Background: an optimization exercise with open tools, aiming at small area, a short achievable clock period and few clock cycles per item. Do not read the settings as production practice.
Function was checked by simulation only, so behaviour that the tests miss may differ from the original.
No activity file was given, so power comes from the tool's default toggle rates.

==> flow/design.v <==
module ewma_rtt_estimator (
    input  wire        clk,
    input  wire        rst,
    input  wire        cmd_valid,
    output wire        cmd_ready,
    input  wire [1:0]  cmd_op,
    input  wire [63:0] cmd_data,
    output reg         done,
    output reg  [63:0] est_rtt,
    output reg  [63:0] dev_rtt,
    output reg  [63:0] timeout_interval,
    output reg         rtt_valid
);
    localparam [1:0] OP_UPDATE   = 2'd0;
    localparam [1:0] OP_WRITE_TO = 2'd1;
    localparam [1:0] OP_RESET    = 2'd2;
    localparam [1:0] OP_NOP      = 2'd3;
    localparam [63:0] INIT_TIMEOUT = 64'h0000_0000_0001_0000;  
    assign cmd_ready = 1'b1;
    reg        rst_q;
    reg        c_valid;
    reg [1:0]  c_op;
    reg [63:0] c_data;
    always @(posedge clk) begin
        rst_q   <= rst;
        c_valid <= cmd_valid && !rst;
        c_op    <= cmd_op;
        c_data  <= cmd_data;
    end
    reg [63:0] a_est;      
    reg        a_vld;      
    wire [63:0] S = c_data;
    wire a_upd   = c_valid && (c_op == OP_UPDATE);
    wire a_wto   = c_valid && (c_op == OP_WRITE_TO);
    wire a_rcmd  = c_valid && (c_op == OP_RESET);
    wire a_first = a_upd && !a_vld;    
    wire [67:0] u0 = {1'b0, a_est, 3'b000};
    wire [67:0] u1 = {4'b1111, ~a_est};
    wire [67:0] u2 = {4'b0000, S};
    wire [67:0] su = u0 ^ u1 ^ u2;
    wire [67:0] cu = {((u0[66:0] & u1[66:0]) | (u0[66:0] & u2[66:0]) | (u1[66:0] & u2[66:0])), 1'b1};
    wire [3:0]  lo3 = {1'b0, su[2:0]} + {1'b0, cu[2:0]};
    wire        c3  = lo3[3];
    wire [63:0] est_new;
    pfx_add #(.W(64)) add_est (.a(su[66:3]), .b(cu[66:3]), .cin(c3), .s(est_new), .co());
    wire [64:0] d0 = {1'b0, S};
    wire [64:0] d1 = ~su[67:3];
    wire [64:0] d2 = ~cu[67:3];
    wire [64:0] sd = d0 ^ d1 ^ d2;
    wire [64:0] cd = {((d0[63:0] & d1[63:0]) | (d0[63:0] & d2[63:0]) | (d1[63:0] & d2[63:0])), ~c3};
    wire [64:0] diff;
    pfx_add #(.W(65)) add_diff (.a(sd), .b(cd), .cin(1'b1), .s(diff), .co());
    wire [64:0] nx = {1'b0, a_est ^ S};
    wire [64:0] ny = {a_est | ~S, 1'b0};
    wire        neg;
    carry_out #(.W(65)) cmp_neg (.a(nx), .b(ny), .co(neg));
    reg [63:0] b_mag;      
    reg        b_neg;
    reg        b_upd;      
    reg        b_load;     
    reg        b_dz;       
    reg        b_init;     
    reg        b_valid;
    always @(posedge clk) begin
        if (rst_q || a_rcmd) begin
            a_est <= 64'd0;
            a_vld <= 1'b0;
        end else if (a_upd) begin
            a_est <= a_vld ? est_new : S;
            a_vld <= 1'b1;
        end
        b_mag   <= (a_wto || a_first) ? S : (diff[63:0] ^ {64{neg}});
        b_neg   <= neg;
        b_upd   <= a_upd && a_vld;
        b_load  <= a_wto || a_first;
        b_dz    <= a_first || a_rcmd;
        b_init  <= a_rcmd;
        b_valid <= c_valid && !rst;
    end
    wire [65:0] t0 = {1'b0, dev_rtt, 1'b0};
    wire [65:0] t1 = {2'b00, dev_rtt};
    wire [65:0] t2 = {2'b00, b_mag};
    wire [65:0] x  = t0 ^ t1 ^ t2;
    wire [65:0] y  = {((t0[64:0] & t1[64:0]) | (t0[64:0] & t2[64:0]) | (t1[64:0] & t2[64:0])), b_neg};
    wire        c2 = (x[1] & y[1]) | ((x[1] ^ y[1]) & x[0] & y[0]);
    wire [63:0] dev_new;
    pfx_add #(.W(64)) add_dev (.a(x[65:2]), .b(y[65:2]), .cin(c2), .s(dev_new), .co());
    wire [66:0] v0 = {3'b000, a_est};
    wire [66:0] v1 = {1'b0, x[65:2], 2'b00};
    wire [66:0] v2 = {1'b0, y[65:2], 2'b00};
    wire [66:0] sv = v0 ^ v1 ^ v2;
    wire [66:0] cv = {((v0[65:0] & v1[65:0]) | (v0[65:0] & v2[65:0]) | (v1[65:0] & v2[65:0])), 1'b0};
    wire [66:0] qv = {cv[66:3], c2, cv[1:0]};    
    wire [63:0] to_lo;
    wire        to_co;
    pfx_add #(.W(64)) add_to (.a(sv[63:0]), .b(qv[63:0]), .cin(1'b0), .s(to_lo), .co(to_co));
    wire        ovf = to_co | (|sv[66:64]) | (|qv[66:64]);
    always @(posedge clk) begin
        done      <= b_valid && !rst;
        est_rtt   <= a_est;
        rtt_valid <= a_vld;
        if (rst_q || b_dz)
            dev_rtt <= 64'd0;
        else if (b_upd)
            dev_rtt <= dev_new;
        if (rst_q || b_init)
            timeout_interval <= INIT_TIMEOUT;
        else if (b_load)
            timeout_interval <= b_mag;
        else if (b_upd)
            timeout_interval <= to_lo | {64{ovf}};
    end
endmodule
module pfx_add #(parameter W = 64) (
    input  wire [W-1:0] a,
    input  wire [W-1:0] b,
    input  wire         cin,
    output wire [W-1:0] s,
    output wire         co
);
    wire [W-1:0] p = a ^ b;
    reg  [W-1:0] g, t, ng, nt;
    integer i, l, d;
    always @* begin
        g = a & b;
        t = p;
        g[0] = g[0] | (p[0] & cin);
        for (l = 1; l < W; l = l * 2) begin
            ng = g; nt = t;
            for (i = 0; i < W; i = i + 1)
                if (((i / l) % 2) == 1) begin
                    d = (i / l) * l - 1;
                    ng[i] = g[i] | (t[i] & g[d]);
                    nt[i] = t[i] & t[d];
                end
            g = ng; t = nt;
        end
    end
    assign s  = p ^ {g[W-2:0], cin};
    assign co = g[W-1];
endmodule
module carry_out #(parameter W = 64) (
    input  wire [W-1:0] a,
    input  wire [W-1:0] b,
    output wire         co
);
    reg [W-1:0] g, t;
    integer i, l;
    always @* begin
        g = a & b;
        t = a | b;
        for (l = 1; l < W; l = l * 2)
            for (i = 2 * l - 1; i < W; i = i + 2 * l) begin
                g[i] = g[i] | (t[i] & g[i-l]);
                t[i] = t[i] & t[i-l];
            end
    end
    function automatic top_carry;
        input [W-1:0] gg, tt;
        integer k, pos, sz;
        reg c;
        begin
            c = 1'b0;
            pos = 0;
            for (k = 30; k >= 0; k = k - 1) begin
                sz = 1 << k;
                if ((W & sz) != 0) begin
                    c = gg[pos + sz - 1] | (tt[pos + sz - 1] & c);
                    pos = pos + sz;
                end
            end
            top_carry = c;
        end
    endfunction
    assign co = top_carry(g, t);
endmodule
==> flow/config.mk <==
export PLATFORM = sky130hd
export DESIGN_NAME = ewma_rtt_estimator
export DESIGN_NICKNAME = ewma_rtt_estimator
export VERILOG_FILES = /design/flow/design.v
export SDC_FILE = /design/flow/constraint.sdc
export NUM_CORES = 4
export LEC_CHECK = 0
export CAP_MARGIN = 20
export CORE_MARGIN = 2
export CORE_UTILIZATION = 40
export SLEW_MARGIN = 20
==> flow/constraint.sdc <==
create_clock -name core_clock -period 18.0 [get_ports {clk}]
set_input_delay 3.6000 -clock core_clock [delete_from_list [all_inputs] [get_ports {clk}]]
set_output_delay 3.6000 -clock core_clock [all_outputs]
set_load 0.01 [all_outputs]
standard.sh (not shown) runs the stock make flow with config.mk's settings and CLKGATE_MAP_FILE= SYNTH_SCRIPT=/design/flow/synth_recipe.tcl, a recipe that flattens the netlist after the stock synthesis.
==> flow/flow/run.sh <==
#!/bin/bash
# The standard layout (standard synthesis and ORFS steps unchanged) with
# extra make settings from flow/settings.txt, one NAME=VALUE per line:
# timing repair aims for a setup slack margin, so it works towards a shorter
# achieved period at the design's clock period and constraints.
set -euo pipefail
args=()
while IFS= read -r line; do
  [[ -n "$line" && "$line" != \#* ]] && args+=("$line")
done < flow/settings.txt
bash standard.sh "${args[@]}" finish > standard_flow.log 2>&1
==> flow/flow/settings.txt <==
SETUP_SLACK_MARGIN=13.2
BUFFER_PORTS_ARGS=-buffer_cell sky130_fd_sc_hd__buf_1
CTS_ARGS=-sink_clustering_enable -repair_clock_nets -dont_use_dummy_load -root_buf sky130_fd_sc_hd__clkbuf_16 -buf_list sky130_fd_sc_hd__clkbuf_8
The baseline ran to the end with no violations.
Testbench counts at the start, summed over its fixed seeds: cycles 12,016, items 12,000.
Edit:
==> flow/flow/settings.txt (replaced) <==
SETUP_SLACK_MARGIN=13.35
BUFFER_PORTS_ARGS=-buffer_cell sky130_fd_sc_hd__buf_1
CTS_ARGS=-sink_clustering_enable -repair_clock_nets -dont_use_dummy_load
Effect: The changed run went through all stages and came out clean. Sequential power is about the same. Final area rose by about 7%. Wire length rose by 2.2%. Power rose by 2.8%. Final cell count rose by about 1.6%. Via count rose by 1.4%. Synthesized cell count stays the same. Count of clock-buffer cells in the layout fell by 28.
Edit:
==> flow/flow/settings.txt (replaced) <==
SETUP_SLACK_MARGIN=13
Cell area goes down by 2.0%; worst setup slack degrades by 0.27 ns; die area does not change; routed wire length goes down by 0.73%; first-iteration DRC count goes up by 4.9%.
Edit:
==> flow/flow/settings.txt (replaced) <==
SETUP_SLACK_MARGIN=13.5
BUFFER_PORTS_ARGS=-buffer_cell sky130_fd_sc_hd__buf_2
CTS_ARGS=-sink_clustering_enable -repair_clock_nets -sink_clustering_size 30 -sink_clustering_max_diameter 120 -dont_use_dummy_load
Effect: Flip-flop and latch count stays the same. Routed wire length went up by about 2.5%. Worst hold slack improved by 0.0054 ns. Total power went down by about 10%. Final area went up by about 4.6%. Via count went up by 2.4%.
Edit:
==> flow/flow/settings.txt (replaced) <==
SETUP_SLACK_MARGIN=13
BUFFER_PORTS_ARGS=-buffer_cell sky130_fd_sc_hd__buf_1
CTS_ARGS=-sink_clustering_enable -repair_clock_nets -dont_use_dummy_load
Result: Wire length came out lower by 4.3%. Sequential cell count is unchanged. Via count drops by 3.3%. Core utilization falls by 5.0 points. Global-route usage drops by 0.75 points. Non-clock buffer count goes down by 174. Critical path depth stays the same. Clock power climbs by 65%.
Edit:
==> flow/flow/settings.txt (replaced) <==
SETUP_SLACK_MARGIN=13
BUFFER_PORTS_ARGS=-buffer_cell sky130_fd_sc_hd__buf_1
Settings changed: CORE_UTILIZATION 40 to 55, PLACE_DENSITY from default to 0.7.
What happened: Combinational power is about the same; synthesized area is unchanged; flip-flop and latch count does not change; via count rises by about 4.4%; final area is higher by 0.37%.

what the ideal ports hide:
In the flow no input, the clock included, has a driving cell. The finished layouts below were timed again as built, in two steps.
Step 1, drivers: a clkbuf_16 drives clk and a buf_2 each remaining input, both assumed.
Step 2 adds t to the input delays and takes it off the output delays; t is the mean of the earliest and latest rising clock arrival at the registers after step 1. Input paths then give back, and output paths get back, about the clock's delay inside the block.
a / b / c = ideal / step 1 / step 2; a / b = the first two.
| run | t, ns | setup slack, ns | clock arrival spread, ns | cell pins on the clock port's net |
|---|---|---|---|---|
| the first run | 0.620 | 13.237 / 13.177 / 13.331 | 0.064 / 0.064 | 1 |
| the second run | 0.647 | 13.302 / 13.242 / 13.374 | 0.055 / 0.055 | 1 |
| the third run | 0.676 | 13.032 / 12.967 / 13.128 | 0.037 / 0.037 | 1 |
| the fourth run | 0.631 | 13.293 / 13.233 / 13.297 | 0.071 / 0.071 | 1 |
| the fifth run | 0.641 | 13.052 / 12.990 / 13.143 | 0.050 / 0.050 | 1 |
| the sixth run | 0.658 | 13.039 / 12.979 / 13.120 | 0.030 / 0.030 | 1 |
After both steps setup and hold are still met in every run listed.
